Context: an optimization exercise on an open-source flow, tuned for small area, a short achievable clock period and few clock cycles. The choices shown serve that exercise and are no tape-out recipe. Function was checked by simulation only, so behaviour that the tests miss may differ from the original.

## fxp_unit
module fxp_unit (
    input  wire        clk,
    input  wire        rst,
    input  wire        in_valid,
    output wire        in_ready,
    input  wire [31:0] in_cmd,
    input  wire [31:0] in_opa,
    input  wire [31:0] in_opb,
    output reg         out_valid,
    output reg  [31:0] out_res,
    output reg  [7:0]  out_code,
    output reg         out_defaulted
);
    localparam [5:0] OP_INIT = 6'h01;
    localparam [5:0] OP_F2Q  = 6'h02;
    localparam [5:0] OP_Q2F  = 6'h03;
    localparam [5:0] OP_I2Q  = 6'h04;
    localparam [5:0] OP_Q2I  = 6'h05;
    localparam [5:0] OP_ADD  = 6'h06;
    localparam [5:0] OP_SUB  = 6'h07;
    localparam [5:0] OP_MUL  = 6'h08;
    localparam [5:0] OP_DIV  = 6'h09;
    localparam [5:0] OP_ONE  = 6'h0A;
    reg        rdy;
    reg        v0;
    reg [15:0] c0;           
    reg        c0_low;       
    reg [31:0] a0, b0;
    reg [31:0] am0, bm0;     
    assign in_ready = rdy;
    wire acc = in_valid && rdy;
    wire [5:0]  in_opc = in_cmd[31:26];
    wire [31:0] in_p2  = 32'd1 << in_cmd[25:21];
    always @(posedge clk) begin
        c0 <= in_cmd[31:16];
        c0_low <= (in_cmd[15:0] != 16'd0);
        a0 <= in_opa;
        b0 <= (in_opc == OP_Q2I) ? 32'd1 : (in_opc == OP_I2Q) ? in_p2 : in_opb;
        am0 <= in_opa[31] ? (32'd0 - in_opa) : in_opa;
        bm0 <= in_opb[31] ? (32'd0 - in_opb) : in_opb;
        v0 <= acc && !rst;
    end
    wire [5:0] opc = c0[15:10];
    wire [4:0] fp  = c0[9:5];
    wire [4:0] fi  = c0[4:0];
    reg takes_fmt, known;
    always @(*) begin
        known = 1'b1;
        takes_fmt = 1'b0;
        case (opc)
            OP_INIT, OP_ADD, OP_SUB: takes_fmt = 1'b0;
            OP_F2Q, OP_Q2F, OP_I2Q, OP_Q2I, OP_MUL, OP_DIV, OP_ONE: takes_fmt = 1'b1;
            default: known = 1'b0;
        endcase
    end
  ...
For scale: ~8600 cells after synthesis, ~140 I/O pins, ~68000 µm² of cells after synthesis.
Settings: LEC_CHECK=0, CAP_MARGIN=20, CORE_MARGIN=2, CORE_UTILIZATION=52, SLEW_MARGIN=20; clock period 14.0 ns.
standard.sh (not shown) runs the stock make flow with config.mk's settings and CLKGATE_MAP_FILE= SYNTH_SCRIPT=/design/flow/synth_recipe.tcl, a recipe that flattens the netlist after the stock synthesis.
==> flow/flow/run.sh <==
#!/bin/bash
export SETUP_SLACK_MARGIN=9.5
bash standard.sh > standard.log 2>&1
The first run completed with no timing, DRC or antenna violations.
Testbench counts at the start, summed over its fixed seeds: cycles 36,176.
Edit:
--- a/flow/config.mk
+++ b/flow/config.mk
@@ -9,3 +9,3 @@
 export CORE_MARGIN = 2
-export CORE_UTILIZATION = 52
+export CORE_UTILIZATION = 45
 export SLEW_MARGIN = 20
After rerunning: Die area rises by 15%; global-route usage falls by 6.1 points; routed wire length falls by 1.5%; first-iteration DRC count falls by 21%.

========
== zinc ==
Another version of the RTL of fxp_unit (not shown whole).
Size: roughly 8100 cells after synthesis, about 520 flip-flops, ~140 I/O pins.
## fxp_unit
module fxp_unit (
    input  wire        clk,
    input  wire        rst,
    input  wire        in_valid,
    output wire        in_ready,
    input  wire [31:0] in_cmd,
    input  wire [31:0] in_opa,
    input  wire [31:0] in_opb,
    output reg         out_valid,
    output reg  [31:0] out_res,
    output reg  [7:0]  out_code,
    output reg         out_defaulted
);
export LEC_CHECK = 0
export CAP_MARGIN = 20
export CORE_MARGIN = 2
export CORE_UTILIZATION = 45
export SLEW_MARGIN = 20
create_clock -name core_clock -period 14.0 [get_ports {clk}]
==> flow/flow/run.sh <==
#!/bin/bash
export SETUP_SLACK_MARGIN=9.35
bash standard.sh > standard.log 2>&1
zinc finished every stage and its layout cleared the timing, DRC and antenna checks.
Testbench counts of zinc, summed over its fixed seeds: cycles 36,176.
Relative to zinc, the following input files were edited for willow:
==> flow/flow/run.sh <==
#!/bin/bash
export SETUP_SLACK_MARGIN=9.2
bash standard.sh > standard.log 2>&1
Results
Summary of willow over zinc: worst-margin pin slew moved down, cell count level, global-route usage moved up. Going from zinc to willow, global-route wire length before repair grows by 5500 um. Looking at fraction of final layout cells sized beyond drive strength 1, willow sits 0.77 points below zinc. Of the two values seen for launching element of the worst setup path, a0[22] was produced by zinc and in_opa[3] by willow. willow | stages: all done | timing, DRC, antenna: all pass.

========
P:
fxp_unit again, from the RTL that the note above started with.
clock: 14.0 ns
lec_check: 0
cap_margin: 20
core_margin: 2
core_utilization: 45
slew_margin: 20
==> flow/flow/run.sh <==
#!/bin/bash
export SETUP_SLACK_MARGIN=9.5
bash standard.sh > standard.log 2>&1
Testbench counts of P, summed over its fixed seeds: cycles 36,176.
Edits applied to the flow inputs when going from P to Q:
-- flow/flow/run.sh --
<<< P, line 2
export SETUP_SLACK_MARGIN=9.5
>>> Q, line 2
export SETUP_SLACK_MARGIN=9.0
[summary]
Row arrival time at the worst endpoint: Q higher / P lower. | hold slack | Q vs P | ≈ equal |. The lower global-route usage came out of Q. Delta(relative area change from synthesis to final layout, Q - P) < 0.

re-timing with driven ports:
No port has a modelled driver above. Below, the same layouts with a new extraction and two added sets of constraints. Step 1 (the two cells are an assumption about what drives the block):
set clk [get_ports {clk}]
set_driving_cell -lib_cell sky130_fd_sc_hd__clkbuf_16 $clk
set_driving_cell -lib_cell sky130_fd_sc_hd__buf_2 [delete_from_list [all_inputs] $clk]
Step 2 adds t to the input delays and takes it off the output delays; t is the mean of the earliest and latest rising clock arrival at the registers after step 1. Input paths then give back, and output paths get back, about the clock's delay inside the block. a / b / c = no drivers / after step 1 / after step 2; a / b = the first two.
run | shift t [ns] | setup slack, ns | hold slack, ns | cell pins on the clock port's net
the first run of note 1 | 0.790 | 9.341 / 9.341 / 8.701 | 0.446 / 0.446 / 0.446 | 1
the second run of note 1 | 0.764 | 9.383 / 9.383 / 8.848 | 0.438 / 0.438 / 0.438 | 1
zinc | 0.750 | 9.352 / 9.352 / 8.646 | 0.432 / 0.432 / 0.432 | 1
willow | 0.758 | 9.219 / 9.230 / 8.502 | 0.443 / 0.443 / 0.443 | 1
P | 0.750 | 9.323 / 9.356 / 8.606 | 0.435 / 0.435 / 0.435 | 1
Q | 0.758 | 9.107 / 9.107 / 8.431 | 0.433 / 0.433 / 0.433 | 1
After both steps setup and hold are still met in every run listed.
